What follows belongs to an exercise in optimizing a design on an open flow for small area, a short achievable clock period and few clock cycles; a production flow would make more cautious choices. No functional check of the RTL was part of any run shown here. No activity file was given, so power comes from the tool's default toggle rates.

$ cat standard.sh
#!/bin/bash
# synth_recipe.tcl (not shown) runs the flow's synth.tcl, then flattens the netlist and writes it again
# the make line also repeats each setting of config.mk as NAME=value (left out here)
make -C /OpenROAD-flow-scripts/flow DESIGN_CONFIG=/design/flow/config.mk WORK_HOME=/design/flow/orfs CLKGATE_MAP_FILE= SYNTH_SCRIPT=/design/flow/synth_recipe.tcl "${@:-finish}"
$ cat config.mk
export PLATFORM = sky130hd
export DESIGN_NAME = rk_gpio
export DESIGN_NICKNAME = rk_gpio
export VERILOG_FILES = /design/flow/design.v
export SDC_FILE = /design/flow/constraint.sdc
export NUM_CORES = 8
export LEC_CHECK = 0
export CAP_MARGIN = 10
export CORE_MARGIN = 2
export CORE_UTILIZATION = 50
export CTS_BUF_LIST = sky130_fd_sc_hd__clkbuf_16
export CTS_CLUSTER_DIAMETER = 100
export CTS_CLUSTER_SIZE = 20
export SLEW_MARGIN = 10
$ cat constraint.sdc
create_clock -name core_clock -period 10.0 [get_ports {clk}]
set_input_delay 2.0000 -clock core_clock [delete_from_list [all_inputs] [get_ports {clk}]]
set_output_delay 2.0000 -clock core_clock [all_outputs]
set_load 0.01 [all_outputs]
$ cat design.v
module rk_gpio (
    input              clk,
    input              rst,
    input              cmd_valid,
    output             cmd_ready,
    input      [31:0]  cmd_desc,
    input      [31:0]  cmd_data,
    output             rsp_valid,
    output     [2:0]   rsp_status,
    output     [31:0]  rsp_data,
    output             disp_valid,
    output     [7:0]   disp_irq,
    output             disp_exit,
    input      [63:0]  pad_in,
    output     [63:0]  pad_out,
    output     [63:0]  pad_oe,
    output     [63:0]  pull_en,
    output     [1:0]   bank_irq
);
    localparam ST_OK = 3'd0, ST_RANGE = 3'd1, ST_TRIG = 3'd2, ST_PULL = 3'd3,
               ST_MALFORMED = 3'd5, ST_INVREG = 3'd6, ST_GATED = 3'd7;
    wire [7:0]  op  = cmd_desc[31:24];
    wire [3:0]  fa  = cmd_desc[23:20];
    wire [3:0]  fz  = cmd_desc[19:16];
    wire [15:0] pin = cmd_desc[15:0];
    wire [7:0]  fb  = cmd_desc[15:8];
    wire [7:0]  fr  = cmd_desc[7:0];
    wire o_rd   = (op == 8'h01), o_wr  = (op == 8'h02), o_sb  = (op == 8'h03);
    wire o_wm   = (op == 8'h04) | (op == 8'h05);
    wire o_sdir = (op == 8'h10), o_slev = (op == 8'h11), o_glev = (op == 8'h12);
    wire o_pull = (op == 8'h13), o_trig = (op == 8'h14), o_req  = (op == 8'h15);
    wire o_toirq = (op == 8'h16);
    wire o_ien  = (op == 8'h20), o_idis = (op == 8'h21), o_iack = (op == 8'h22);
    wire o_wake = (op == 8'h23);
    wire o_dmx  = (op == 8'h30), o_susp = (op == 8'h40), o_res  = (op == 8'h41);
    wire o_reg  = o_rd | o_wr | o_sb;
    wire o_pin  = o_sdir | o_slev | o_glev | o_pull | o_trig | o_req | o_toirq |
                  o_ien | o_idis | o_iack | o_wake;
    wire known  = o_reg | o_wm | o_pin | o_dmx | o_susp | o_res;
    wire flag_a = o_sb | o_sdir | o_slev | o_wake;
    wire code_a = o_pull | o_trig | o_wm;
    wire hi_nz  = |pin[15:6];                             
    wire b_bad  = |fb[7:1];                               
    wire r_bad  = (|fr[7:4]) | (fr[3] & (|fr[2:0]));      
    wire z_ok   = (fz == 4'd0);
    wire a0     = (fa == 4'd0);
    wire a01    = ~(|fa[3:1]);
    wire p_ok   = z_ok & ~hi_nz;
    wire mal1 = ~known;
    wire mal2 = ~z_ok | (flag_a & ~a01) | (~flag_a & ~code_a & ~a0) | (o_wm & (fa >= 4'd3));
    wire mal3 = (o_dmx & (|fr)) | ((o_susp | o_res) & (|pin));
    wire inv  = (o_reg & (b_bad | r_bad)) | o_wm | (o_dmx & b_bad);
    wire rng  = o_pin & hi_nz;
    wire pul  = o_pull & (fa != 4'd0) & (fa != 4'd3);
    wire trg  = o_trig & (fa > 4'd4);
    wire a_rdok = o_rd & z_ok & a0 & ~b_bad;
    wire a_wrok = ((o_wr & a0) | (o_sb & a01)) & z_ok & ~b_bad;
    wire a_reg  = (a_rdok | a_wrok) & ~r_bad;
    wire a_sdir = o_sdir & p_ok & a01;
    wire a_slev = o_slev & p_ok & a01;
    wire a_glev = o_glev & p_ok & a0;
    wire a_pull = o_pull & p_ok & ((fa == 4'd0) | (fa == 4'd3));
    wire a_trig = o_trig & p_ok & (fa <= 4'd4);
    wire a_toirq = o_toirq & p_ok & a0;
    wire a_ien  = (o_ien | o_idis) & p_ok & a0;
    wire a_iack = o_iack & p_ok & a0;
    wire a_wake = o_wake & p_ok & a01;
    wire a_dmx  = o_dmx & z_ok & a0 & (fr == 8'd0) & ~b_bad;
    wire a_susp = o_susp & z_ok & a0 & (pin == 16'd0);
    wire a_res  = o_res & z_ok & a0 & (pin == 16'd0);
    wire [31:0] a_pm = 32'd1 << pin[4:0];
    reg        ready_q;          
    reg        v_q;              
    reg [1:0]  v_b;              
    reg        v_susp, v_res, v_dmx;    
    reg        c_mal1, c_mal2, c_mal3, c_inv, c_rng, c_pul, c_trg;
    reg        c_rgok;           
    reg        c_pgok;           
    reg [7:0]  c_rd;             
    reg [8:0]  c_w;              
    reg        c_wall;           
    reg        c_glev, c_toirq, c_dmx, c_susp, c_res;
    reg        c_bank;
    reg        c_v, c_vity, c_vipl, c_vtm, c_cm;
    reg [31:0] dm;               
    wire        ld;              
    always @(posedge clk) begin
        if (ld) begin
            c_mal1  <= mal1;
            c_mal2  <= mal2;
            c_mal3  <= mal3;
            c_inv   <= inv;
            c_rng   <= rng;
            c_pul   <= pul;
            c_trg   <= trg;
            c_rgok  <= a_reg;
            c_pgok  <= a_sdir | a_slev | a_glev | a_pull | a_trig | a_ien | a_iack;
            c_rd    <= {8{a_rdok}} & {fr == 8'd8, fr == 8'd6, fr == 8'd5, fr == 8'd4,
                                      fr == 8'd3, fr == 8'd2, fr == 8'd1, fr == 8'd0};
            c_w     <= {a_wake, a_trig,
                        (a_wrok & (fr == 8'd7)) | a_iack,
                        (a_wrok & (fr == 8'd8)) | a_pull,
                        (a_wrok & (fr == 8'd5)) | a_trig,
                        (a_wrok & (fr == 8'd4)) | a_trig,
                        (a_wrok & (fr == 8'd3)) | a_ien,
                        (a_wrok & (fr == 8'd1)) | a_slev,
                        (a_wrok & (fr == 8'd0)) | a_sdir | a_trig};
            c_wall  <= o_wr;
            c_glev  <= a_glev;
            c_toirq <= a_toirq;
            c_dmx   <= a_dmx;
            c_susp  <= a_susp;
            c_res   <= a_res;
            c_bank  <= o_pin ? pin[5] : fb[0];
            c_v     <= ~o_trig & (o_ien | (~o_idis & fa[0]));    
            c_vity  <= o_reg ? fa[0] : (fa[2] | fa[1]);
            c_vipl  <= o_reg ? fa[0] : (fa[1] ^ fa[0]);
            c_vtm   <= fa[2];
            c_cm    <= o_wr | fa[0] | o_iack;
            dm      <= o_reg ? cmd_data : o_toirq ? {25'd0, 1'b1, pin[5:0]} : a_pm;
        end
    end
    reg [63:0] dir, dr, inten, inttype, intpol, pull, tmask, wake, saved, latch;
    reg [1:0]  clk_on;
    reg [63:0] env_q;            
    reg [63:0] s_prev;           
    reg [1:0]  sup;              
    reg        rst_q;            
    reg        eng_act;          
    reg        eng_idle;         
    reg        eng_bank, eng_acked;
    reg [4:0]  eng_ptr;          
    reg        rsp_v;
    reg [2:0]  rsp_st;
    reg [31:0] rsp_d;            
    reg        dsp_v, dsp_x;
    reg [5:0]  dsp_i;
    reg [1:0]  birq_q;
    wire [63:0] pad = (dir & dr) | (~dir & env_q);
    wire [63:0] s   = ~(pad ^ intpol);
    wire [63:0] con = {{32{clk_on[1] & ~sup[1]}}, {32{clk_on[0] & ~sup[0]}}};
    wire [63:0] lte = latch | (con & inten & inttype & ~s_prev & s);
    wire [63:0] isr = inten & ((inttype & lte) | (~inttype & s));
    wire go    = v_q & eng_idle;
    wire bon   = c_bank ? clk_on[1] : clk_on[0];       
    wire gchk  = c_rgok | c_pgok | c_dmx;
    wire gated = (gchk & ~bon) | (c_susp & ~(&clk_on));
    wire [2:0] ex_st = (c_mal1 | c_mal2 | c_mal3) ? ST_MALFORMED : c_inv ? ST_INVREG :
                       c_rng ? ST_RANGE : c_pul ? ST_PULL : c_trg ? ST_TRIG :
                       gated ? ST_GATED : ST_OK;
    wire x_dmx = v_dmx & eng_idle & bon;
    wire        rq = rst_q;
    wire [31:0] md    = {32{c_wall | rq}} | dm;                   
    wire [31:0] ce    = ({32{c_cm}} & dm) | {32{rq}};             
    wire [31:0] V_sh  = {32{~rq}} & (c_wall ? dm : {32{c_v}});
    wire [31:0] V_ity = {32{~rq}} & (c_wall ? dm : {32{c_vity}});
    wire        dbank = eng_act ? eng_bank : c_bank;
    wire [31:0] b_isr = c_bank ? isr[63:32] : isr[31:0];
    wire [31:0] ilr_s = dbank ? inttype[63:32] : inttype[31:0];
    reg  [31:0] below;
    integer k;
    always @* for (k = 0; k < 32; k = k + 1) below[k] = (k < eng_ptr);
    wire [31:0] cand   = eng_act ? (rsp_d & below) : b_isr;
    wire        dmx_go = x_dmx | eng_act;
    wire [31:0] t_any [0:5];
    wire [31:0] t_mul [0:5];
    wire [31:0] t_ex  [0:5];
    wire [4:0]  t_ix  [0:5][0:31];
    genvar g, h;
    generate
        for (h = 0; h < 32; h = h + 1) begin : leaf
            assign t_any[0][h] = cand[h];
            assign t_mul[0][h] = 1'b0;
            assign t_ex[0][h]  = ilr_s[h];
            assign t_ix[0][h]  = 5'd0;
        end
        for (g = 1; g <= 5; g = g + 1) begin : lvl
            for (h = 0; h < (32 >> g); h = h + 1) begin : node
                wire aH = t_any[g-1][2*h+1], aL = t_any[g-1][2*h];
                assign t_any[g][h] = aH | aL;
                assign t_mul[g][h] = t_mul[g-1][2*h+1] | t_mul[g-1][2*h] | (aH & aL);
                assign t_ex[g][h]  = aH ? t_ex[g-1][2*h+1] : t_ex[g-1][2*h];
                assign t_ix[g][h]  = aH ? (t_ix[g-1][2*h+1] | (5'd1 << (g-1))) : t_ix[g-1][2*h];
            end
            for (h = (32 >> g); h < 32; h = h + 1) begin : pad0
                assign t_any[g][h] = 1'b0;
                assign t_mul[g][h] = 1'b0;
                assign t_ex[g][h]  = 1'b0;
                assign t_ix[g][h]  = 5'd0;
            end
        end
    endgenerate
    wire       any   = t_any[5][0];
    wire       multi = t_mul[5][0];
    wire [4:0] top   = t_ix[5][0];
    wire       top_x = t_ex[5][0];
    wire [1:0] bsel = {c_bank & clk_on[1], ~c_bank & clk_on[0]};
    wire [1:0] r_dir = {2{c_rd[0]}} & bsel;
    wire [1:0] r_dr  = {2{c_rd[1]}} & bsel;
    wire [1:0] r_pad = {2{c_rd[2]}} & bsel;
    wire [1:0] r_ien = {2{c_rd[3]}} & bsel;
    wire [1:0] r_ity = {2{c_rd[4]}} & bsel;
    wire [1:0] r_ipl = {2{c_rd[5]}} & bsel;
    wire [1:0] r_isr = {2{c_rd[6] | c_dmx}} & bsel;
    wire [1:0] r_pul = {2{c_rd[7]}} & bsel;
    wire [1:0] r_lev = {2{c_glev}} & bsel;
    reg  [31:0] rval;
    reg         glev;
    integer j;
    always @* begin
        rval = 32'd0;
        glev = 1'b0;
        for (j = 0; j < 2; j = j + 1) begin
            rval = rval | ({32{r_dir[j]}} & dir[j*32 +: 32]) | ({32{r_dr[j]}} & dr[j*32 +: 32]) |
                          ({32{r_pad[j]}} & pad[j*32 +: 32]) | ({32{r_ien[j]}} & inten[j*32 +: 32]) |
                          ({32{r_ity[j]}} & inttype[j*32 +: 32]) | ({32{r_ipl[j]}} & intpol[j*32 +: 32]) |
                          ({32{r_isr[j]}} & isr[j*32 +: 32]) | ({32{r_pul[j]}} & pull[j*32 +: 32]);
            glev = glev | (r_lev[j] & (|(pad[j*32 +: 32] & dm)));
        end
    end
    wire [31:0] ex_d = rval | ({32{c_toirq}} & dm) | {31'd0, glev};
    wire [63:0] n_dir, n_dr, n_inten, n_inttype, n_intpol, n_pull, n_tmask,
                n_wake, n_saved, n_latch;
    wire [1:0]  n_clk_on, n_sup;
    generate
        for (g = 0; g < 2; g = g + 1) begin : gb
            wire sel   = v_b[g] & eng_idle;
            wire gsel  = sel & clk_on[g];                 
            wire w_dir = (gsel & c_w[0]) | rq;
            wire w_dr  = (gsel & c_w[1]) | rq;
            wire w_ien = (gsel & c_w[2]) | rq;
            wire w_ity = (gsel & c_w[3]) | rq;
            wire w_ipl = (gsel & c_w[4]) | rq;
            wire w_pul = (gsel & c_w[5]) | rq;
            wire w_clr = (gsel & c_w[6]) | rq;
            wire w_tm  = (gsel & c_w[7]) | rq;
            wire w_wk  = (sel  & c_w[8]) | rq;
            wire susp  = v_susp & eng_idle & clk_on[g];
            wire res   = v_res & eng_idle;
            wire dmx   = x_dmx & (c_bank == g);
            wire [31:0] q_dir = dir[g*32 +: 32],   q_dr  = dr[g*32 +: 32];
            wire [31:0] q_ien = inten[g*32 +: 32], q_ity = inttype[g*32 +: 32];
            wire [31:0] q_ipl = intpol[g*32 +: 32], q_pul = pull[g*32 +: 32];
            wire [31:0] q_tm  = tmask[g*32 +: 32], q_wk  = wake[g*32 +: 32];
            wire [31:0] q_sv  = saved[g*32 +: 32], q_lte = lte[g*32 +: 32];
            wire [31:0] q_pad = pad[g*32 +: 32],   q_isr = isr[g*32 +: 32];
            wire [31:0] q_env = env_q[g*32 +: 32];
            wire [31:0] m_dir = {32{w_dir}} & md;
            wire [31:0] m_dr  = {32{w_dr}}  & md;
            wire [31:0] m_ien = {32{w_ien}} & md;
            wire [31:0] m_ity = {32{w_ity}} & md;
            wire [31:0] m_ipl = {32{w_ipl}} & md;
            wire [31:0] m_pul = {32{w_pul}} & md;
            wire [31:0] m_tm  = {32{w_tm}}  & md;
            wire [31:0] m_wk  = {32{w_wk}}  & md;
            wire [31:0] m_dmx = {32{dmx}} & q_isr & q_tm;
            wire [31:0] clr   = {32{w_clr}} & ce;
            wire [31:0] V_ipl = {32{~rq}} & (c_wall ? dm : c_vtm ? ~q_env : {32{c_vipl}});
            wire [31:0] d_icm = (m_ipl & V_ipl) | (~m_ipl & q_ipl);
            assign n_dir[g*32 +: 32]     = (m_dir & V_sh)  | (~m_dir & q_dir);
            assign n_dr[g*32 +: 32]      = (m_dr  & V_sh)  | (~m_dr  & q_dr);
            assign n_inttype[g*32 +: 32] = (m_ity & V_ity) | (~m_ity & q_ity);
            assign n_intpol[g*32 +: 32]  = (m_dmx & ~q_pad) | (~m_dmx & d_icm);
            assign n_pull[g*32 +: 32]    = (m_pul & V_sh)  | (~m_pul & q_pul);
            assign n_tmask[g*32 +: 32]   = (m_tm & {32{c_vtm & ~rq}}) | (~m_tm & q_tm);
            assign n_wake[g*32 +: 32]    = (m_wk & V_sh) | (~m_wk & q_wk);
            assign n_inten[g*32 +: 32]   = susp ? q_wk :
                                           res  ? (q_sv | (q_isr & q_wk)) :
                                                  ((m_ien & V_sh) | (~m_ien & q_ien));
            assign n_saved[g*32 +: 32]   = (susp | rq) ? (q_ien & {32{~rq}}) : q_sv;
            assign n_latch[g*32 +: 32]   = ~clr & q_lte;
            assign n_clk_on[g] = rq | res | (susp ? (|q_wk) : clk_on[g]);
            assign n_sup[g]    = dmx;
        end
    endgenerate
    wire v_n   = ready_q ? cmd_valid : (v_q & ~go);
    wire bank_n = ld ? (o_pin ? pin[5] : fb[0]) : c_bank;
    wire eng_n = dmx_go & multi;
    assign ld  = ~(eng_act & v_q);
    always @(posedge clk) begin
        env_q  <= pad_in;
        s_prev <= s;
        rst_q  <= rst;
        birq_q <= {|isr[63:32], |isr[31:0]};
        dir <= n_dir;  dr <= n_dr;  inten <= n_inten;  inttype <= n_inttype;
        intpol <= n_intpol;  pull <= n_pull;  tmask <= n_tmask;  wake <= n_wake;
        saved <= n_saved;  latch <= n_latch;  clk_on <= n_clk_on;  sup <= n_sup;
        if (!eng_act) begin
            rsp_st <= ex_st;
            rsp_d  <= ex_d;
        end
        dsp_x  <= top_x & ~(eng_act & eng_acked);
        dsp_i  <= {dbank, top};
        if (dmx_go) begin
            eng_bank  <= dbank;
            eng_ptr   <= top;
            eng_acked <= (eng_act & eng_acked) | top_x;
        end
        if (rst) begin
            ready_q <= 1'b1;
            v_q     <= 1'b0;
            v_b     <= 2'b00;
            v_susp  <= 1'b0;
            v_res   <= 1'b0;
            v_dmx   <= 1'b0;
            eng_act <= 1'b0;
            eng_idle <= 1'b1;
            rsp_v   <= 1'b0;
            dsp_v   <= 1'b0;
        end else begin
            v_q     <= v_n;
            v_b     <= {v_n & bank_n, v_n & ~bank_n};
            v_susp  <= v_n & (ld ? a_susp : c_susp);
            v_res   <= v_n & (ld ? a_res : c_res);
            v_dmx   <= v_n & (ld ? a_dmx : c_dmx);
            eng_act <= eng_n;
            eng_idle <= ~eng_n;
            ready_q <= ~(eng_n & v_n);
            rsp_v   <= (go & ~(x_dmx & multi)) | (eng_act & ~multi);
            dsp_v   <= dmx_go & any;
        end
    end
    assign cmd_ready  = ready_q;
    assign rsp_valid  = rsp_v;
    assign rsp_status = rsp_st;
    assign rsp_data   = rsp_d;
    assign disp_valid = dsp_v;
    assign disp_irq   = {2'b01, dsp_i};
    assign disp_exit  = dsp_x;
    assign pad_out    = dr;
    assign pad_oe     = dir;
    assign pull_en    = pull;
    assign bank_irq   = birq_q;
endmodule
$ cat flow/run.sh
#!/bin/bash
# The standard layout (the standard.sh, unchanged synthesis), with a timing
# repair target below the clock period, port buffers that are plain buffers,
# and cell sizing not held to the same footprint.
set -euo pipefail
bash standard.sh synth > synth.log 2>&1
bash standard.sh SETUP_SLACK_MARGIN=6.8 MATCH_CELL_FOOTPRINT=0 \
    "BUFFER_PORTS_ARGS=-buffer_cell sky130_fd_sc_hd__buf_1" finish > layout.log 2>&1
==> results of run 1 <==
[metal layers]
metal / up-vias / global-route usage, %
li1: 17600 / -
met1: 21400 / 62.2
met2: 4181 / 67.3
met3: 973 / 14.4
met4: 12 / 32.1
met5: - / 0.414
[final timing paths]
check                               endpoint  cells after the start  startpoint
worst max-delay path            rsp_data[30]                      1   rsp_d[30]
worst min register to register         dsp_x                      1   eng_acked
worst max register to register      rsp_d[2]                      9   clk_on[0]
worst min-delay path                   dsp_x                      1   eng_acked
[through the flow]
stage                     instance area, sq um  setup WS, ns
after global routing                     52400          6.49
final                                    52400          6.55
after global placement                   47200          5.82
after CTS                                51200          6.58
after floorplan                          44700          6.52
after detailed placement                 47200          5.76
[cells in the final DEF, fill, tap and decap left out, types with 15 or more instances in the layout]
| cell type | instances |
|---|---|
| sky130_fd_sc_hd__a22o_1 | 36 |
| sky130_fd_sc_hd__buf_1 | 149 |
| sky130_fd_sc_hd__a41oi_1 | 36 |
| sky130_fd_sc_hd__nor2_1 | 562 |
| sky130_fd_sc_hd__dfxtp_1 | 209 |
| sky130_fd_sc_hd__nand3_1 | 103 |
| sky130_fd_sc_hd__nand4_1 | 128 |
| sky130_fd_sc_hd__a21oi_4 | 16 |
| sky130_fd_sc_hd__buf_4 | 386 |
| sky130_fd_sc_hd__o21ai_0 | 385 |
| sky130_fd_sc_hd__a22oi_1 | 174 |
| sky130_fd_sc_hd__or2_2 | 22 |
| sky130_fd_sc_hd__o22ai_1 | 57 |
| sky130_fd_sc_hd__diode_2 | 15 |
| sky130_fd_sc_hd__nor4_1 | 27 |
| sky130_fd_sc_hd__a222oi_1 | 32 |
| sky130_fd_sc_hd__mux2_4 | 16 |
| sky130_fd_sc_hd__and2_1 | 18 |
| sky130_fd_sc_hd__clkbuf_2 | 200 |
| sky130_fd_sc_hd__buf_6 | 21 |
| sky130_fd_sc_hd__xnor2_1 | 47 |
| sky130_fd_sc_hd__a21oi_1 | 337 |
| sky130_fd_sc_hd__nor2b_1 | 94 |
| sky130_fd_sc_hd__nor3_1 | 88 |
| sky130_fd_sc_hd__edfxtp_1 | 684 |
| sky130_fd_sc_hd__and3_1 | 44 |
| sky130_fd_sc_hd__nor2_2 | 23 |
| sky130_fd_sc_hd__a221o_1 | 24 |
| sky130_fd_sc_hd__mux2_2 | 50 |
| sky130_fd_sc_hd__nand2_1 | 251 |
| sky130_fd_sc_hd__o21ai_1 | 22 |
| sky130_fd_sc_hd__a21bo_2 | 25 |
| sky130_fd_sc_hd__a21o_1 | 39 |
| sky130_fd_sc_hd__mux2i_1 | 19 |
| sky130_fd_sc_hd__clkbuf_16 | 54 |
| sky130_fd_sc_hd__a221oi_1 | 39 |
| sky130_fd_sc_hd__inv_1 | 116 |
| sky130_fd_sc_hd__o211ai_1 | 16 |
[layout make-up]
| cell class | instances | area, sq um |
|---|---|---|
| clock buffer | 51 | 1280 |
| tap | 1165 | 1460 |
| timing repair buffer | 779 | 5020 |
| fill | 7773 | 35800 |
| antenna | 15 | 37.5 |
| sequential | 905 | 25000 |
| inverter | 80 | 303 |
| multi-input combinational | 3069 | 19100 |
| clock inverter | 43 | 198 |
[cells by family (layout without fill, tap and decap cells)]
family                   Yosys count  after routing
multiplexers                      89             89
adder cells (fa/ha/maj)            3              3
buffers and inverters            429            953
AND/OR/NAND/NOR                 1494           1495
AO/OA/AOI/OAI                   1415           1416
other                              2             17
flip-flops                       905            905
XOR/XNOR                          64             64
[synth_stat cells, types with 64 or more instances]
| cell | count | area (sq um) |
|---|---|---|
| sky130_fd_sc_hd__inv_1 | 80 | 300 |
| sky130_fd_sc_hd__a22oi_1 | 177 | 1330 |
| sky130_fd_sc_hd__nor2b_1 | 100 | 626 |
| sky130_fd_sc_hd__nor3_1 | 93 | 465 |
| sky130_fd_sc_hd__mux2_2 | 64 | 721 |
| sky130_fd_sc_hd__nand2_1 | 259 | 972 |
| sky130_fd_sc_hd__nor2_1 | 597 | 2240 |
| sky130_fd_sc_hd__dfxtp_1 | 221 | 4420 |
| sky130_fd_sc_hd__a21oi_1 | 364 | 1820 |
| sky130_fd_sc_hd__nand3_1 | 106 | 531 |
| sky130_fd_sc_hd__nand4_1 | 128 | 801 |
| sky130_fd_sc_hd__clkbuf_1 | 315 | 1180 |
| sky130_fd_sc_hd__o21ai_0 | 404 | 2020 |
| sky130_fd_sc_hd__edfxtp_1 | 684 | 20500 |
[power by group]
group | leakage, nW | internal (mW) | switching, mW
sequential | 8.72 | 4.25 | 0.189
clock | 0.861 | 0.958 | 1.36
combinational | 9.79 | 0.403 | 0.792
[what timing repair did]
| item | CTS | global route |
|---|---|---|
| buffers inserted | 241 | 70 |
| pin swaps | 20 | 29 |
| gates cloned | 2 | 3 |
| hold buffers | 0 | 0 |
| setup endpoints to repair | 472 | 349 |
| resized for setup | 285 | 193 |
==> impl_metrics.ini, run 1 <==
[detailed_routing]
route.layer.met1.wl_mm = 77.9
top_layer_used = met5
viasPerCell = 7.23
route.met2.wl_mm = 91.3
vias = 44100
wire_per_inst_um = 36.5
detail_route.iter0.violations = 7828
detail_route.first_pass.iterations = 7
detail-route-antenna-nets = 0
wirelength_mm = 223
drc = 0
wl_met3_mm = 35.1

[synth]
syn_area_per_cell_sq_um = 10.1
yosys_most_used_dff = sky130_fd_sc_hd__edfxtp_1
synth_cell_type_count = 91
synthArstFlopShare_pct = 0
post_synth_instance_area_sq_mm = 0.0445
netlist_instances = 4401
synth_nets = 4534
synth_top_family_by_area = compound AO/OA/AOI/OAI gates
ys_seq_elements = 905
muxShareOfSynthArea_pct = 2.23
simple_gate_share_of_the_synthesized_area_pct = 15.9
seq_area_frac_synth_pct = 56.1
ys_warns = 1
yosys.area_share.adder_pct = 0.0816
synth_area_in_compound_gates_pct = 20.6
synth_edf_count = 684
synth_xor_area_share_pct = 1.26

[cells_and_area]
layout-drive-gt1-share_pct = 21.0
area_growth_pct = 18.0
final_nets = 5019
final_cells = 6107
post-route-util_pct = 59.4

[power_and_ir_drop]
p_per_area_mw_per_mm2 = 152
power.leakage_nw = 19.4
vdd_drop_max_mv = 0.167
fin_total_pwr_mw = 7.95

[sta]
final_setup_violation_count = 0
final-hold-violation-count = 0
skew_ns = 0.0273
tightest_slew_ns = 1.38
timing.final.max_slew_violations = 0
setup_repair_after_global_routing_missed_its_margin = true
whs_ns = 0.474
setup-tns-final_ns = 0
max_clock_freq_mhz = 290
layout_min_cycle_time_ns = 3.45
min_period_over_period_pct = 34.5
max_slew_margin_pct = 7.66

[setup_path]
critical_path.max_fanout = 2
worstPathRequired_ns = 8.00
slowest_stage = sky130_fd_sc_hd__edfxtp_1
reg2reg_slack_ns = 6.62
timing.critical_path.max_delay_family = flip-flops
path_class = reg2out
setup.worst_path.end_class = output port
critical_path_launch_point_type = register
critical_path.max_stage_delay_ns = 0.55
cp_cell_sequence = buf_1
combined_buffer_and_inverter_count_along_the_critical_path = 1
worst-endpoint-arrival_ns = 1.45

[place]
placedCellCount = 5682
dp.final_hpwl_mm = 144
port-buffer-count = 369
gp_routability_congestion = 1.03

[floorplanning]
width_of_the_die_um = 302
die_area_sq_mm = 0.0913
pin_count = 372
floorplan.initialDensity_pct = 50.4
coreArea_sq_mm = 0.0882
core.rowCount = 109
dieHeight_um = 302

[global_routing]
initial_antenna_violation_count = 15
grt_pass1_vias = 40100
grt_overflow = 0
track_usage_pct = 47.4
grt_max_degree = 77
grt_pass1_wl_mm = 303

[clocking]
clock_sinks = 905
clock_insertion_delay_worst_skew_ns = 0.71
cts_clock_pin_slew_for_the_worst_setup_and_hold_paths_ns = 0.09
cts_root_buf = sky130_fd_sc_hd__clkbuf_16
max_h_tree_level = 2
clock_tree.buffer_depth = 3
cts_tree = yes
cts_buffers = 51

[run_status]
outcome = timing/DRC/antenna clean

[job]
timing.max_cap.violations = 0

[hold_path]
worst_hold_path_type = reg2reg
==> inputs of run 2 (changes only) <==
--- a/flow/run.sh
+++ b/flow/run.sh
@@ -4,5 +4,5 @@
 # and cell sizing not held to the same footprint.
 set -euo pipefail
 bash standard.sh synth > synth.log 2>&1
-bash standard.sh SETUP_SLACK_MARGIN=6.8 MATCH_CELL_FOOTPRINT=0 \
+bash standard.sh SETUP_SLACK_MARGIN=6.7 MATCH_CELL_FOOTPRINT=0 \
     "BUFFER_PORTS_ARGS=-buffer_cell sky130_fd_sc_hd__buf_1" finish > layout.log 2>&1
==> run 2 against run 1 <==
First-iteration DRC count is 0.11% higher. Cell area is 2.3% lower. Combinational power is 6% lower. Clock skew is 0.0099 ns higher. Routed wire length is 1.2% lower. Synthesized cell count stayed put. Area after synthesis stayed put. Utilization is 1.4 points lower. Sequential share of layout area is 1.1 points higher. Via count is 1.1% lower. Clock-buffer cell count is 2 higher. Critical path depth stayed put. Largest cell class unchanged.
==> impl_metrics.ini, run 2 <==
[detailed_routing]
vias = 43700
wire_per_inst_um = 36.7
detail-route-antenna-nets = 0
detail_route.iter0.violations = 7837
wirelength_mm = 220
viasPerCell = 7.28
drc = 0
detail_route.first_pass.iterations = 8

[place]
dp.final_hpwl_mm = 145
dpl_worst_slack_ns = 5.69
placedCellCount = 5681
port-buffer-count = 369
gp_routability_congestion = 1.04

[global_routing]
track_usage_pct = 46.6
grt_pass1_vias = 39500
grt_max_degree = 77
grt_overflow = 0
initial_antenna_violation_count = 21
grt_pass1_wl_mm = 299

[synth]
post_synth_main_area_contributors = sky130_fd_sc_hd__edfxtp_1 46%, sky130_fd_sc_hd__dfxtp_1 10%, sky130_fd_sc_hd__nor2_1 5.0%
syn_area_per_cell_sq_um = 10.1
synth_area_leader_cell = sky130_fd_sc_hd__edfxtp_1
post-synth-top-count-cell = sky130_fd_sc_hd__edfxtp_1
synth_edf_count = 684
ys_warns = 1
synth_cell_type_count = 91
synthArstFlopShare_pct = 0
seq_area_frac_synth_pct = 56.1
synth_nets = 4534
post_synth_instance_area_sq_mm = 0.0445
synth_top_area_share_pct = 46.2
ys_seq_elements = 905
yosys_most_used_dff = sky130_fd_sc_hd__edfxtp_1
ys_top_cells_by_count = 684 x sky130_fd_sc_hd__edfxtp_1, 597 x sky130_fd_sc_hd__nor2_1, 404 x sky130_fd_sc_hd__o21ai_0, 364 x sky130_fd_sc_hd__a21oi_1, 315 x sky130_fd_sc_hd__clkbuf_1
netlist_instances = 4401

[setup_path]
setup.worst_path.end_class = output port
critical_path_launch_point_type = register
combined_buffer_and_inverter_count_along_the_critical_path = 1
worst-endpoint-arrival_ns = 1.47
critical_path.max_stage_delay_ns = 0.56
slowest_stage = sky130_fd_sc_hd__edfxtp_1
critical_path.max_fanout = 2
worstPathRequired_ns = 8.00
reg2reg_slack_ns = 6.58
path_class = reg2out
timing.critical_path.max_delay_family = flip-flops
cp_cell_sequence = clkbuf_2

[sta]
worst_slack_ns = 6.53
timing.final.max_slew_violations = 0
max_clock_freq_mhz = 288
setup_repair_after_global_routing_missed_its_margin = true
tightest_slew_ns = 1.30
layout_min_cycle_time_ns = 3.47
min_period_over_period_pct = 34.7
max_slew_margin_pct = 13.1
final_setup_violation_count = 0
final-hold-violation-count = 0
setup-tns-final_ns = 0
skew_ns = 0.0372

[floorplanning]
die_area_sq_mm = 0.0913
dieHeight_um = 302
coreArea_sq_mm = 0.0882
pin_count = 372
width_of_the_die_um = 302
floorplan.initialDensity_pct = 50.4
core.rowCount = 109

[clocking]
cts_buffers = 51
postCtsHoldBufs = 0
clock_sinks = 905
cts_clock_pin_slew_for_the_worst_setup_and_hold_paths_ns = 0.09
clock_insertion_delay_worst_skew_ns = 0.71
cts_root_buf = sky130_fd_sc_hd__clkbuf_16
cts_tree = yes
clock_tree.buffer_depth = 3
max_h_tree_level = 2

[cells_and_area]
final_cells = 5997
post-route-util_pct = 58.0
fillerInstances = 7756
area_growth_pct = 15.2
most-common-layout-cells = 684 x sky130_fd_sc_hd__edfxtp_1, 577 x sky130_fd_sc_hd__nor2_1, 386 x sky130_fd_sc_hd__o21ai_0
layout-drive-gt1-share_pct = 15.4
final_common_cell = sky130_fd_sc_hd__edfxtp_1
register_area_sq_mm = 0.0250
multiInputGateArea_sq_mm = 0.0190
final_nets = 4911

[power_and_ir_drop]
power_report.internal_total_mw = 5.57
power_switching_share_pct = 29.1
share_comb_of_total_power_pct = 14.3
register_share_of_total_power_pct = 56.6
p_per_area_mw_per_mm2 = 153
vdd_drop_max_mv = 0.153
power.leakage_nw = 18.3
p_switching_mw = 2.29
pwr-share-clk_pct = 29.2

[job]
timing.max_cap.violations = 0

[hold_path]
worst_hold_path_type = reg2reg

[run_status]
outcome = timing/DRC/antenna clean
==> run 2: cell counts after synthesis <==
Identical to the previous run, type by type.
==> run 2: area by class of cell <==
type / count / share of cell area, %
sequential: 905 / 48.8
multi-input combinational: 3068 / 37.0
timing repair buffer: 672 / 7.76
tap: 1165 / 2.85
clock buffer: 53 / 2.59
inverter: 80 / 0.598
clock inverter: 41 / 0.310
antenna: 13 / 0.0635
==> run 2: cells by family (layout without fill, tap and decap cells) <==
family,count (synthesis),after routing,synth area share [%]
AND/OR/NAND/NOR,1494,1495,15.9
AO/OA/AOI/OAI,1415,1415,20.6
flip-flops,905,905,56.1
buffers and inverters,429,846,3.71
multiplexers,89,89,2.23
XOR/XNOR,64,64,1.26
adder cells (fa/ha/maj),3,3,0.0816
other,2,15,0.0169
==> run 2: power by group through the flow <==
stage	combinational (mW)	clock (mW)	sequential [mW]
2_1_floorplan	0.565	0	4.45
3_3_place_gp	0.950	0	4.52
3_5_place_dp	0.959	0	4.52
4_1_cts	1.02	2.27	4.43
5_1_grt	1.16	2.39	4.46
6_report	1.12	2.29	4.45
==> run 2: repair_timing <==
| action | 4_1_cts | 5_1_grt |
|---|---|---|
| setup endpoints to repair | 263 | 301 |
| cloned | 1 | 3 |
| resized for setup | 134 | 136 |
| pin swaps | 16 | 40 |
| buffers inserted | 141 | 64 |
==> run 2: path summary, 6_finish.rpt <==
path                            startpoint            to  cells after the start
worst min register to register       c_res         c_res                      2
worst min-delay path                 c_res         c_res                      2
worst max register to register      c_wall      register                      5
worst max-delay path             rsp_d[30]  rsp_data[30]                      1
==> run 2: stage by stage <==
step | power, mW | instance area, sq um | hold slack (ns)
6_report | 7.86 | 51200 | 0.465
5_1_grt | 8.00 | 51200 | 0.486
4_1_cts | 7.73 | 50100 | 0.460
3_5_place_dp | 5.48 | 47100 | 0.445
3_3_place_gp | 5.47 | 47100 | 0.445
2_1_floorplan | 5.01 | 44600 | 0.424
==> run 2: metal layers <==
metal  routed length (um)  global-route usage [%]  up-vias  share of wire (%)
li1                     -                       -    17400                  -
met1                76300                    60.1    21100                 35
met2                90400                    66.7     4138                 41
met4                18900                    31.4       14                8.6
met3                34800                    15.6     1049                 16
met5                  105                       0        -              0.048
==> inputs of run 3 (changes only) <==
--- a/design.v
+++ b/design.v
@@ -72,7 +72,6 @@
     reg        ready_q;          
     reg        v_q;              
     reg [1:0]  v_b;              
-    reg        v_susp, v_res, v_dmx;    
     reg        c_mal1, c_mal2, c_mal3, c_inv, c_rng, c_pul, c_trg;
     reg        c_rgok;           
     reg        c_pgok;           
@@ -127,39 +126,37 @@
     reg [1:0]  sup;              
     reg        rst_q;            
     reg        eng_act;          
-    reg        eng_idle;         
-    reg        eng_bank, eng_acked;
-    reg [4:0]  eng_ptr;          
+    reg        eng_acked;
     reg        rsp_v;
     reg [2:0]  rsp_st;
     reg [31:0] rsp_d;            
     reg        dsp_v, dsp_x;
-    reg [5:0]  dsp_i;
+    reg [5:0]  dsp_i;            
     reg [1:0]  birq_q;
     wire [63:0] pad = (dir & dr) | (~dir & env_q);
     wire [63:0] s   = ~(pad ^ intpol);
     wire [63:0] con = {{32{clk_on[1] & ~sup[1]}}, {32{clk_on[0] & ~sup[0]}}};
     wire [63:0] lte = latch | (con & inten & inttype & ~s_prev & s);
     wire [63:0] isr = inten & ((inttype & lte) | (~inttype & s));
-    wire go    = v_q & eng_idle;
+    wire go    = v_q & ~eng_act;
     wire bon   = c_bank ? clk_on[1] : clk_on[0];       
     wire gchk  = c_rgok | c_pgok | c_dmx;
     wire gated = (gchk & ~bon) | (c_susp & ~(&clk_on));
     wire [2:0] ex_st = (c_mal1 | c_mal2 | c_mal3) ? ST_MALFORMED : c_inv ? ST_INVREG :
                        c_rng ? ST_RANGE : c_pul ? ST_PULL : c_trg ? ST_TRIG :
                        gated ? ST_GATED : ST_OK;
-    wire x_dmx = v_dmx & eng_idle & bon;
+    wire x_dmx = go & c_dmx & bon;
     wire        rq = rst_q;
     wire [31:0] md    = {32{c_wall | rq}} | dm;                   
     wire [31:0] ce    = ({32{c_cm}} & dm) | {32{rq}};             
     wire [31:0] V_sh  = {32{~rq}} & (c_wall ? dm : {32{c_v}});
     wire [31:0] V_ity = {32{~rq}} & (c_wall ? dm : {32{c_vity}});
-    wire        dbank = eng_act ? eng_bank : c_bank;
+    wire        dbank = eng_act ? dsp_i[5] : c_bank;
     wire [31:0] b_isr = c_bank ? isr[63:32] : isr[31:0];
     wire [31:0] ilr_s = dbank ? inttype[63:32] : inttype[31:0];
     reg  [31:0] below;
     integer k;
-    always @* for (k = 0; k < 32; k = k + 1) below[k] = (k < eng_ptr);
+    always @* for (k = 0; k < 32; k = k + 1) below[k] = (k < dsp_i[4:0]);
     wire [31:0] cand   = eng_act ? (rsp_d & below) : b_isr;
     wire        dmx_go = x_dmx | eng_act;
     wire [31:0] t_any [0:5];
@@ -224,7 +221,7 @@
     wire [1:0]  n_clk_on, n_sup;
     generate
         for (g = 0; g < 2; g = g + 1) begin : gb
-            wire sel   = v_b[g] & eng_idle;
+            wire sel   = v_b[g] & ~eng_act;
             wire gsel  = sel & clk_on[g];                 
             wire w_dir = (gsel & c_w[0]) | rq;
             wire w_dr  = (gsel & c_w[1]) | rq;
@@ -235,8 +232,8 @@
             wire w_clr = (gsel & c_w[6]) | rq;
             wire w_tm  = (gsel & c_w[7]) | rq;
             wire w_wk  = (sel  & c_w[8]) | rq;
-            wire susp  = v_susp & eng_idle & clk_on[g];
-            wire res   = v_res & eng_idle;
+            wire susp  = go & c_susp & clk_on[g];
+            wire res   = go & c_res;
             wire dmx   = x_dmx & (c_bank == g);
             wire [31:0] q_dir = dir[g*32 +: 32],   q_dr  = dr[g*32 +: 32];
             wire [31:0] q_ien = inten[g*32 +: 32], q_ity = inttype[g*32 +: 32];
@@ -285,36 +282,23 @@
         dir <= n_dir;  dr <= n_dr;  inten <= n_inten;  inttype <= n_inttype;
         intpol <= n_intpol;  pull <= n_pull;  tmask <= n_tmask;  wake <= n_wake;
         saved <= n_saved;  latch <= n_latch;  clk_on <= n_clk_on;  sup <= n_sup;
-        if (!eng_act) begin
-            rsp_st <= ex_st;
+        rsp_st <= eng_act ? ST_OK : ex_st;
+        if (!eng_act)
             rsp_d  <= ex_d;
-        end
         dsp_x  <= top_x & ~(eng_act & eng_acked);
         dsp_i  <= {dbank, top};
-        if (dmx_go) begin
-            eng_bank  <= dbank;
-            eng_ptr   <= top;
-            eng_acked <= (eng_act & eng_acked) | top_x;
-        end
+        eng_acked <= (eng_act & eng_acked) | top_x;
         if (rst) begin
             ready_q <= 1'b1;
             v_q     <= 1'b0;
             v_b     <= 2'b00;
-            v_susp  <= 1'b0;
-            v_res   <= 1'b0;
-            v_dmx   <= 1'b0;
             eng_act <= 1'b0;
-            eng_idle <= 1'b1;
             rsp_v   <= 1'b0;
             dsp_v   <= 1'b0;
         end else begin
             v_q     <= v_n;
             v_b     <= {v_n & bank_n, v_n & ~bank_n};
-            v_susp  <= v_n & (ld ? a_susp : c_susp);
-            v_res   <= v_n & (ld ? a_res : c_res);
-            v_dmx   <= v_n & (ld ? a_dmx : c_dmx);
             eng_act <= eng_n;
-            eng_idle <= ~eng_n;
             ready_q <= ~(eng_n & v_n);
             rsp_v   <= (go & ~(x_dmx & multi)) | (eng_act & ~multi);
             dsp_v   <= dmx_go & any;
--- a/config.mk
+++ b/config.mk
@@ -7,7 +7,7 @@
 export LEC_CHECK = 0
 export CAP_MARGIN = 10
 export CORE_MARGIN = 2
-export CORE_UTILIZATION = 50
+export CORE_UTILIZATION = 55
 export CTS_BUF_LIST = sky130_fd_sc_hd__clkbuf_16
 export CTS_CLUSTER_DIAMETER = 100
 export CTS_CLUSTER_SIZE = 20
==> run 3 against run 2 <==
Now fails the layout checks on max-capacitance violations. Utilization is 3.9 points higher. Fmax decreased by 0.96%. Synthesized cell count rose by 0.91%. Routed wire length decreased by 2.1%. Register-to-register slack is essentially flat. Clock skew fell by 0.0025 ns. Non-clock buffer count shrank 120. Cell area is 2.5% lower. Critical path type unchanged. Largest cell class unchanged. Largest power group unchanged. Highest routed layer unchanged.
==> impl_metrics.ini, run 3 <==
[detailed_routing]
viasPerCell = 7.52
drc = 0
detail_route.iter0.violations = 8052
wirelength_mm = 216
vias = 43700
wire_per_inst_um = 37.1
detail_route.first_pass.iterations = 10
detail-route-antenna-nets = 0

[cells_and_area]
post-route-util_pct = 62.0
final_nets = 4830
stdcell_area_sq_mm = 0.0499
most-common-layout-cells = 677 x sky130_fd_sc_hd__edfxtp_1, 572 x sky130_fd_sc_hd__nor2_1, 396 x sky130_fd_sc_hd__o21ai_0
final_common_cell = sky130_fd_sc_hd__edfxtp_1
layout-drive-gt1-share_pct = 11.8
area_growth_pct = 11.4

[global_routing]
grt_pass1_wl_mm = 291
track_usage_pct = 49.6
grt_overflow = 0
grt_pass1_vias = 38800
grt_max_degree = 76
initial_antenna_violation_count = 19

[sta]
tightest_slew_ns = 1.50
final-hold-violation-count = 0
timing.final.max_slew_violations = 2
max_clock_freq_mhz = 285
final_setup_violation_count = 0
min_period_over_period_pct = 35.1
skew_ns = 0.0347
setup-tns-final_ns = 0
whs_ns = 0.465
setup_repair_after_global_routing_missed_its_margin = true
max_slew_margin_pct = -1.14
layout_min_cycle_time_ns = 3.51

[floorplanning]
coreArea_sq_mm = 0.0805
width_of_the_die_um = 289
die_area_sq_mm = 0.0837
floorplan.initialDensity_pct = 55.6
dieHeight_um = 289
pin_count = 372
core.rowCount = 104

[setup_path]
reg2reg_slack_ns = 6.58
timing.critical_path.max_delay_family = flip-flops
combined_buffer_and_inverter_count_along_the_critical_path = 1
critical_path.max_fanout = 4
crit-reg2reg-capture = saved[9]
worstPathRequired_ns = 8.00
critical_path_launch_point_type = register
cp_cell_sequence = buf_1
worst-endpoint-arrival_ns = 1.51
regToRegStartpoint = v_q
slowest_stage = sky130_fd_sc_hd__edfxtp_1
critical_path.max_stage_delay_ns = 0.63
path_class = reg2out
setup.worst_path.end_class = output port
ff2ff_path_depth = 5
critical_path_start = rsp_d[3]

[run_status]
failed_layout_checks = max-capacitance violations
outcome = failed layout checks

[job]
timing.max_cap.violations = 1

[clocking]
cts_buffers = 50
cts_tree = yes
max_h_tree_level = 2
postCtsHoldBufs = 0
clock_tree.buffer_depth = 3
clock_sinks = 895
clock_insertion_delay_worst_skew_ns = 0.68
cts_root_buf = sky130_fd_sc_hd__clkbuf_16
cts_clock_pin_slew_for_the_worst_setup_and_hold_paths_ns = 0.11

[power_and_ir_drop]
p_switching_mw = 2.32
pwr-share-clk_pct = 29.1
fin_total_pwr_mw = 7.83
register_share_of_total_power_pct = 56.2
power.leakage_nw = 17.6
power_report.internal_total_mw = 5.51
share_comb_of_total_power_pct = 14.7
p_per_area_mw_per_mm2 = 157
power_switching_share_pct = 29.6
vdd_drop_max_mv = 0.142

[place]
port-buffer-count = 369
gp_routability_congestion = 1.05
place_area_sq_mm = 0.0473
dp.final_hpwl_mm = 141

[synth]
syn_area_per_cell_sq_um = 10.1
synth_edf_count = 677
synth_nets = 4574
post_synth_main_area_contributors = sky130_fd_sc_hd__edfxtp_1 45%, sky130_fd_sc_hd__dfxtp_1 9.7%, sky130_fd_sc_hd__nor2_1 5.1%
synthArstFlopShare_pct = 0
post_synth_instance_area_sq_mm = 0.0448
synth_top_area_share_pct = 45.4
yosys_most_used_dff = sky130_fd_sc_hd__edfxtp_1
seq_area_frac_synth_pct = 55.1
ys_warns = 1
post-synth-top-count-cell = sky130_fd_sc_hd__edfxtp_1
synth_area_leader_cell = sky130_fd_sc_hd__edfxtp_1
netlist_instances = 4441
ys_top_cells_by_count = 677 x sky130_fd_sc_hd__edfxtp_1, 603 x sky130_fd_sc_hd__nor2_1, 412 x sky130_fd_sc_hd__o21ai_0, 361 x sky130_fd_sc_hd__a21oi_1, 290 x sky130_fd_sc_hd__clkbuf_1
ys_seq_elements = 895
synth_cell_type_count = 103

[hold_path]
min_from = eng_acked
worst_hold_path_type = reg2reg
min_delay_worst_endpoint = eng_acked
number_of_cells_traversed_by_the_worst_hold_path = 2
==> run 3: final cells by class <==
| class | count | area [sq um] |
|---|---|---|
| flip-flops and latches | 895 | 24700 |
| repair buffers | 552 | 2940 |
| multi-input cells | 3113 | 19100 |
| fillers | 6915 | 30600 |
| diodes | 13 | 32.5 |
| clock buffers | 53 | 1330 |
| well taps | 1060 | 1330 |
| clock inverters | 41 | 156 |
| inverters | 85 | 319 |
==> run 3: worst reg2reg max path, stage by stage, from the launching register on <==
cell                      delay (ns)
sky130_fd_sc_hd__dfxtp_1        0.68
sky130_fd_sc_hd__and3_1         0.42
sky130_fd_sc_hd__and2_2         0.22
sky130_fd_sc_hd__buf_6          0.54
sky130_fd_sc_hd__or2_4          0.64
sky130_fd_sc_hd__buf_4          0.51
==> run 3: cells by family after synthesis <==
group | synth area share, %
AO/OA/AOI/OAI | 21.2
AND/OR/NAND/NOR | 16.3
buffers and inverters | 3.81
adder cells (fa/ha/maj) | 0.0559
XOR/XNOR | 1.27
flip-flops | 55.1
other | 0.0168
multiplexers | 2.26
==> run 3: routing by layer <==
metal / vias to the layer above / part of all wire [%] / track usage [%]
met5: - / 0.082 / 0
met4: 18 / 8.5 / 31.9
met3: 1072 / 17 / 19.5
met2: 4421 / 40 / 68.9
met1: 20900 / 34 / 64.4
li1: 17300 / - / -
==> run 3: per-stage QoR <==
step	cells	worst slack, ns
finish	5812	6.49
global route	5800	6.58
CTS	5764	6.58
detailed placement	5619	5.85
global placement	5619	5.88
floorplan	4441	6.25
==> run 3: how the worst max path moves through the flow <==
stage               depth (start not counted)          end
detailed placement                         12        dsp_x
global route                                1  rsp_data[3]
CTS                                         8       c_pgok
global placement                           12        dsp_x
floorplan                                   7        c_res
finish                                      1  rsp_data[3]
==> run 3: timing repair <==
| action | in CTS | in global routing |
|---|---|---|
| endpoints found under the hold margin | 0 | 0 |
| pin swaps | 5 | 3 |
| setup buffers | 51 | 31 |
| endpoints found under the setup margin | 195 | 206 |
| gates cloned | 0 | 2 |
| resized for setup | 62 | 85 |
==> run 3: power groups by stage <==
stage,registers [mW],clock network [mW],logic [mW]
global placement,4.48,0,1.00
CTS,4.38,2.24,1.06
floorplan,4.41,0,0.604
global route,4.41,2.36,1.18
detailed placement,4.48,0,1.01
finish,4.40,2.28,1.15
==> inputs of run 4 (changes only) <==
--- a/config.mk
+++ b/config.mk
@@ -5,10 +5,10 @@
 export SDC_FILE = /design/flow/constraint.sdc
 export NUM_CORES = 8
 export LEC_CHECK = 0
-export CAP_MARGIN = 10
+export CAP_MARGIN = 20
 export CORE_MARGIN = 2
 export CORE_UTILIZATION = 55
 export CTS_BUF_LIST = sky130_fd_sc_hd__clkbuf_16
 export CTS_CLUSTER_DIAMETER = 100
 export CTS_CLUSTER_SIZE = 20
-export SLEW_MARGIN = 10
+export SLEW_MARGIN = 20
==> run 4 against run 3 <==
Synthesized cell count did not move. Clock-buffer cell count down 1. Critical endpoint unchanged. Setup slack gained 0.011 ns. Routed wire length decreased by 0.42%. Sequential share of layout area is 0.082 points lower. Largest power group unchanged. Highest routed layer unchanged. Clock skew is 0.019 ns higher. Hold slack better by 0.00077 ns. Fmax increased by 0.31%. Area after synthesis unchanged. The run now finishes clean.
==> impl_metrics.ini, run 4 <==
[place]
port-buffer-count = 369
place_area_sq_mm = 0.0473
gp_routability_congestion = 1.05
dp.final_hpwl_mm = 140

[hold_path]
worst_hold_path_type = reg2reg
number_of_cells_traversed_by_the_worst_hold_path = 2
min_delay_worst_endpoint = eng_acked
min_from = eng_acked

[sta]
layout_min_cycle_time_ns = 3.50
max_clock_freq_mhz = 286
final_setup_violation_count = 0
timing.final.max_slew_violations = 0
tightest_slew_ns = 1.25
max_slew_margin_pct = 16.5
skew_ns = 0.0538
setup_repair_after_global_routing_missed_its_margin = true
whs_ns = 0.466
setup-tns-final_ns = 0
min_period_over_period_pct = 35.0
final-hold-violation-count = 0

[setup_path]
combined_buffer_and_inverter_count_along_the_critical_path = 1
crit-reg2reg-capture = saved[7]
slowest_stage = sky130_fd_sc_hd__edfxtp_1
critical_path.max_stage_delay_ns = 0.60
ff2ff_path_depth = 5
worst-endpoint-arrival_ns = 1.50
reg2reg_slack_ns = 6.59
path_class = reg2out
worstPathRequired_ns = 8.00
setup.worst_path.end_class = output port
critical_path.max_fanout = 3
cp_cell_sequence = buf_1
timing.critical_path.max_delay_family = flip-flops
regToRegStartpoint = v_q
critical_path_launch_point_type = register

[cells_and_area]
fillerInstances = 6919
final_nets = 4837
final_common_cell = sky130_fd_sc_hd__edfxtp_1
layout-drive-gt1-share_pct = 12.0
stdcell_area_sq_mm = 0.0500
register_area_sq_mm = 0.0247
multiInputGateArea_sq_mm = 0.0191
post-route-util_pct = 62.1
most-common-layout-cells = 677 x sky130_fd_sc_hd__edfxtp_1, 573 x sky130_fd_sc_hd__nor2_1, 395 x sky130_fd_sc_hd__o21ai_0
area_growth_pct = 11.6

[clocking]
cts_clock_pin_slew_for_the_worst_setup_and_hold_paths_ns = 0.10
cts_root_buf = sky130_fd_sc_hd__clkbuf_16
clock_insertion_delay_worst_skew_ns = 0.69
cts_buffers = 50
max_h_tree_level = 2
clock_sinks = 895
cts_tree = yes
clock_tree.buffer_depth = 3
postCtsHoldBufs = 0

[detailed_routing]
drc = 0
wire_per_inst_um = 37.0
detail_route.iter0.violations = 8685
wirelength_mm = 215
detail_route.first_pass.iterations = 10
viasPerCell = 7.49
detail-route-antenna-nets = 0
vias = 43500

[global_routing]
grt_max_degree = 76
initial_antenna_violation_count = 22
grt_overflow = 0
track_usage_pct = 49.5
grt_pass1_wl_mm = 291
grt_pass1_vias = 38600

[floorplanning]
die_area_sq_mm = 0.0837
pin_count = 372
dieHeight_um = 289
core.rowCount = 104
coreArea_sq_mm = 0.0805
width_of_the_die_um = 289
floorplan.initialDensity_pct = 55.6

[power_and_ir_drop]
power.leakage_nw = 17.6
p_per_area_mw_per_mm2 = 157
vdd_drop_max_mv = 0.181
fin_total_pwr_mw = 7.83

[synth]
ys_top_cells_by_count = 677 x sky130_fd_sc_hd__edfxtp_1, 603 x sky130_fd_sc_hd__nor2_1, 412 x sky130_fd_sc_hd__o21ai_0, 361 x sky130_fd_sc_hd__a21oi_1, 290 x sky130_fd_sc_hd__clkbuf_1
ys_seq_elements = 895
post_synth_main_area_contributors = sky130_fd_sc_hd__edfxtp_1 45%, sky130_fd_sc_hd__dfxtp_1 9.7%, sky130_fd_sc_hd__nor2_1 5.1%
synth_top_area_share_pct = 45.4
yosys_most_used_dff = sky130_fd_sc_hd__edfxtp_1
post-synth-top-count-cell = sky130_fd_sc_hd__edfxtp_1
seq_area_frac_synth_pct = 55.1
synth_area_leader_cell = sky130_fd_sc_hd__edfxtp_1
syn_area_per_cell_sq_um = 10.1
ys_warns = 1
synth_edf_count = 677
post_synth_instance_area_sq_mm = 0.0448
netlist_instances = 4441
synth_cell_type_count = 103
synthArstFlopShare_pct = 0
synth_nets = 4574

[job]
timing.max_cap.violations = 0

[run_status]
outcome = timing/DRC/antenna clean
run 4: cell count changes in the layout (fill, tap and decap cells not counted), sizes merged:
cell	change
buf	+10
bufinv	+1
clkbuf	-4
diode	-5
inv	-1
run 4: what timing repair did:
item                                    4_1_cts  5_1_grt
pin swaps                                     1        9
cloned                                        0        1
endpoints found under the setup margin      211      193
resized for setup                            73       70
setup buffers                                52       38
run 4: per-layer routing:
metal	vias to the layer above	track usage, %	part of all wire (%)
met1	20800	65.2	34
met3	992	19.3	18
met5	-	0	0.039
met2	4389	69.2	40
li1	17300	-	-
met4	14	29.0	7.6
run 4: cell families (layout without fill, tap and decap cells):
group / count (synthesis) / in the layout / share of synthesized area (%)
and+or+nand+nor: 1510 / 1511 / 16.3
AOI/OAI and AO/OA: 1443 / 1443 / 21.2
DFF: 895 / 895 / 55.1
buffers and inverters: 434 / 737 / 3.81
muxes: 91 / 91 / 2.26
xor gates and xnor gates: 64 / 64 / 1.27
adders and majority gates: 2 / 2 / 0.0559
other: 2 / 10 / 0.0168
run 4: report_power, final:
| group | internal [mW] | switching, mW |
|---|---|---|
| combinational | 0.343 | 0.809 |
| clock | 0.958 | 1.32 |
| sequential | 4.21 | 0.188 |
run 4: area by class of cell:
| class | instances | area share (%) |
|---|---|---|
| flip-flops and latches | 895 | 49.5 |
| multi-input cells | 3113 | 38.3 |
| repair buffers | 559 | 6.02 |
| well taps | 1060 | 2.65 |
| clock buffers | 52 | 2.60 |
| inverters | 85 | 0.638 |
| clock inverters | 41 | 0.345 |
| diodes | 8 | 0.0400 |
run 4: worst register-to-register path, stage by stage, from the launching register on:
cell and delay (ns):
sky130_fd_sc_hd__dfxtp_1 0.66, sky130_fd_sc_hd__and3_1 0.43, sky130_fd_sc_hd__and2_2 0.21, sky130_fd_sc_hd__buf_6 0.55, sky130_fd_sc_hd__or2_4 0.59, sky130_fd_sc_hd__buf_4 0.51
run 4: worst max-delay path by stage:
stage                  from     endpoint  slack (ns)  cells past startpoint
2_1_floorplan  cmd_desc[12]        c_res        6.25                      7
3_3_place_gp         c_bank        dsp_x        5.88                     12
3_5_place_dp         c_bank    eng_acked        5.87                     12
4_1_cts            rsp_d[3]  rsp_data[3]        6.59                      1
5_1_grt            rsp_d[3]  rsp_data[3]        6.55                      1
6_report           rsp_d[3]  rsp_data[3]        6.50                      1
run 4: metrics by stage:
stage / std cells / setup WS, ns
2_1_floorplan: 4441 / 6.25
3_3_place_gp: 5619 / 5.88
3_5_place_dp: 5619 / 5.87
4_1_cts: 5764 / 6.59
5_1_grt: 5806 / 6.55
6_report: 5813 / 6.50
==> inputs of run 5 (changes only) <==
==> config.mk (replaced) <==
export PLATFORM = sky130hd
export DESIGN_NAME = rk_gpio
export DESIGN_NICKNAME = rk_gpio
export VERILOG_FILES = /design/flow/design.v
export SDC_FILE = /design/flow/constraint.sdc
export NUM_CORES = 8
export LEC_CHECK = 0
export CAP_MARGIN = 15
export CORE_MARGIN = 2
export CORE_UTILIZATION = 50
export CTS_BUF_LIST = sky130_fd_sc_hd__clkbuf_16
export CTS_CLUSTER_DIAMETER = 100
export CTS_CLUSTER_SIZE = 20
export SLEW_MARGIN = 15
==> run 5 against run 4 <==
Largest power group unchanged. Still clean. Critical path depth did not move. Clock-buffer cell count grew 1. Synthesized cell count is the same.
==> impl_metrics.ini, run 5 <==
[run_status]
outcome = timing/DRC/antenna clean

[setup_path]
critical_path_launch_point_type = register
cp_cell_sequence = buf_1
setup.worst_path.end_class = output port
slowest_stage = sky130_fd_sc_hd__edfxtp_1
critical_path.max_fanout = 2
combined_buffer_and_inverter_count_along_the_critical_path = 1
critical_path.max_stage_delay_ns = 0.59
path_class = reg2out
worst-endpoint-arrival_ns = 1.47
timing.critical_path.max_delay_family = flip-flops
worstPathRequired_ns = 8.00

[sta]
final-hold-violation-count = 0
timing.final.max_slew_violations = 0
skew_ns = 0.0412
max_clock_freq_mhz = 288
final_setup_violation_count = 0
setup-tns-final_ns = 0
min_period_over_period_pct = 34.7
layout_min_cycle_time_ns = 3.47
setup_repair_after_global_routing_missed_its_margin = true
tightest_slew_ns = 1.23
max_slew_margin_pct = 17.5

[floorplanning]
die_area_sq_mm = 0.0920
pin_count = 372
width_of_the_die_um = 303
floorplan.initialDensity_pct = 50.5
coreArea_sq_mm = 0.0886
dieHeight_um = 303
core.rowCount = 109

[synth]
netlist_instances = 4441
ys_top_cells_by_count = 677 x sky130_fd_sc_hd__edfxtp_1, 603 x sky130_fd_sc_hd__nor2_1, 412 x sky130_fd_sc_hd__o21ai_0, 361 x sky130_fd_sc_hd__a21oi_1, 290 x sky130_fd_sc_hd__clkbuf_1
post_synth_main_area_contributors = sky130_fd_sc_hd__edfxtp_1 45%, sky130_fd_sc_hd__dfxtp_1 9.7%, sky130_fd_sc_hd__nor2_1 5.1%
ys_warns = 1
ys_seq_elements = 895
post_synth_instance_area_sq_mm = 0.0448
synth_area_leader_cell = sky130_fd_sc_hd__edfxtp_1
syn_area_per_cell_sq_um = 10.1
synth_cell_type_count = 103
synthArstFlopShare_pct = 0
post-synth-top-count-cell = sky130_fd_sc_hd__edfxtp_1
synth_top_area_share_pct = 45.4
seq_area_frac_synth_pct = 55.1
yosys_most_used_dff = sky130_fd_sc_hd__edfxtp_1
synth_nets = 4574
synth_edf_count = 677

[clocking]
cts_tree = yes
clock_sinks = 895
clock_insertion_delay_worst_skew_ns = 0.69
cts_root_buf = sky130_fd_sc_hd__clkbuf_16
max_h_tree_level = 2
cts_buffers = 50
cts_clock_pin_slew_for_the_worst_setup_and_hold_paths_ns = 0.10
clock_tree.buffer_depth = 3

[cells_and_area]
multiInputGateArea_sq_mm = 0.0193
area_growth_pct = 12.7
final_nets = 4862
fillerInstances = 8048
register_area_sq_mm = 0.0247
layout-drive-gt1-share_pct = 13.1
final_common_cell = sky130_fd_sc_hd__edfxtp_1
most-common-layout-cells = 677 x sky130_fd_sc_hd__edfxtp_1, 577 x sky130_fd_sc_hd__nor2_1, 396 x sky130_fd_sc_hd__o21ai_0

[detailed_routing]
detail_route.first_pass.iterations = 9
drc = 0
viasPerCell = 7.33
vias = 43700
detail_route.iter0.violations = 8055
detail-route-antenna-nets = 0
wire_per_inst_um = 37.1
wirelength_mm = 221

[job]
timing.max_cap.violations = 0

[hold_path]
worst_hold_path_type = reg2reg

[global_routing]
grt_pass1_vias = 39400
grt_max_degree = 73
track_usage_pct = 46.5
grt_overflow = 0
initial_antenna_violation_count = 18
grt_pass1_wl_mm = 300

[power_and_ir_drop]
fin_total_pwr_mw = 7.86
p_per_area_mw_per_mm2 = 156
power.leakage_nw = 17.8
vdd_drop_max_mv = 0.138

[place]
gp_routability_congestion = 1.03
port-buffer-count = 369
dp.final_hpwl_mm = 143
## run 5: cell count changes in the layout (fill, tap and decap cells not counted), moves of 10 or more
cell                       previous run  this run
sky130_fd_sc_hd__a21oi_1            346       336
sky130_fd_sc_hd__a21oi_2              2        13
sky130_fd_sc_hd__buf_1              346       326
sky130_fd_sc_hd__buf_4              173       191
sky130_fd_sc_hd__clkbuf_2            20        40
sky130_fd_sc_hd__diode_2              8        20
## run 5: routing by layer
metal | track usage [%] | up-vias | wire length, um
met5 | 0.155 | - | 79
met4 | 30.5 | 12 | 17500
met3 | 19.2 | 1009 | 38100
met2 | 63.8 | 4220 | 88300
met1 | 60.0 | 21100 | 76700
li1 | - | 17400 | -
## run 5: layout make-up
| cell class | count | area share (%) |
|---|---|---|
| flip-flops and latches | 895 | 49.0 |
| multi-input cells | 3117 | 38.2 |
| repair buffers | 580 | 6.25 |
| well taps | 1165 | 2.89 |
| clock buffers | 53 | 2.63 |
| inverters | 85 | 0.639 |
| clock inverters | 41 | 0.307 |
| diodes | 20 | 0.0991 |
## run 5: cell families (layout without fill, tap and decap cells)
logic type | after synthesis | after routing | share of synthesized area [%]
AOI/OAI and AO/OA | 1443 | 1443 | 21.2
adders and majority gates | 2 | 2 | 0.0559
xor gates and xnor gates | 64 | 64 | 1.27
buffers and inverters | 434 | 759 | 3.81
DFF | 895 | 895 | 55.1
other | 2 | 22 | 0.0168
muxes | 91 | 91 | 2.26
and+or+nand+nor | 1510 | 1515 | 16.3
## run 5: final timing paths
check / startpoint / to / slack, ns / cells past startpoint
min reg2reg: eng_acked / eng_acked / 0.46 / 2
max: rsp_d[1] / rsp_data[1] / 6.53 / 1
min: eng_acked / eng_acked / 0.46 / 2
max reg2reg: v_q / register / 6.60 / 6
## run 5: through the flow
| stage | setup slack, ns | cell area, sq um | cells | utilization [%] | hold slack (ns) |
|---|---|---|---|---|---|
| after floorplan | 6.25 | 44900 | 4441 | - | 0.419 |
| after global placement | 5.80 | 47300 | 5713 | 53.4 | 0.435 |
| after detailed placement | 5.74 | 47400 | 5713 | 53.4 | 0.435 |
| after CTS | 6.50 | 49700 | 5885 | 56.0 | 0.457 |
| after global routing | 6.53 | 50400 | 5938 | 56.9 | 0.500 |
| final | 6.53 | 50500 | 5956 | 57.0 | 0.463 |
## run 5: repair_timing
item / in CTS / in global routing
gates resized for setup: 80 / 92
endpoints found under the setup margin: 345 / 207
gates cloned: 3 / 2
hold buffers: 0 / 0
buffers inserted: 75 / 48
pin swaps: 6 / 11
## run 5: power by group
group          switching, mW  total (mW)  internal, mW
clock network           1.33        2.30         0.961
logic                  0.820        1.17         0.346
registers              0.186        4.40          4.21
## run 5: worst reg2reg max path, stage by stage (launching register included)
cell                      delay, ns
sky130_fd_sc_hd__dfxtp_1       0.74
sky130_fd_sc_hd__and3_1        0.55
sky130_fd_sc_hd__and2_4        0.51
sky130_fd_sc_hd__buf_4         0.52
sky130_fd_sc_hd__nor2_4        0.26
sky130_fd_sc_hd__buf_4         0.33
sky130_fd_sc_hd__o21ai_0       0.18

what the ideal ports hide:
No port has a modelled driver above. Below, the same layouts with a new extraction and two added sets of constraints.
Step 1: set_driving_cell puts a clkbuf_16 on clk and a buf_2 on each other input, an assumption about the parent block.
Step 2 adds t to the input delays and takes it off the output delays; t is the mean of the earliest and latest rising clock arrival at the registers after step 1. Input paths then give back, and output paths get back, about the clock's delay inside the block.
a / b / c = no drivers / after step 1 / after step 2; a / b = the first two.
| run | t (ns) | slack for setup (ns) | worst setup path at the end | latest minus earliest clock arrival (ns) | worst register clock-pin slew, ns |
|---|---|---|---|---|---|
| run 1 | 0.770 | 6.552 / 6.476 / 6.188 | input to register | 0.033 / 0.033 | 0.10 / 0.10 |
| run 2 | 0.772 | 6.527 / 6.451 / 6.072 | input to register | 0.038 / 0.037 | 0.11 / 0.11 |
| run 3 | 0.744 | 6.493 / 6.416 / 6.044 | input to register | 0.036 / 0.036 | 0.11 / 0.11 |
| run 4 | 0.738 | 6.504 / 6.427 / 5.990 | input to register | 0.055 / 0.056 | 0.11 / 0.11 |
| run 5 | 0.748 | 6.525 / 6.450 / 6.124 | input to register | 0.046 / 0.046 | 0.10 / 0.10 |
For run 4, which loses most, drivers alone change the setup slack by -0.077 ns; drivers and shift together by -0.514 ns.
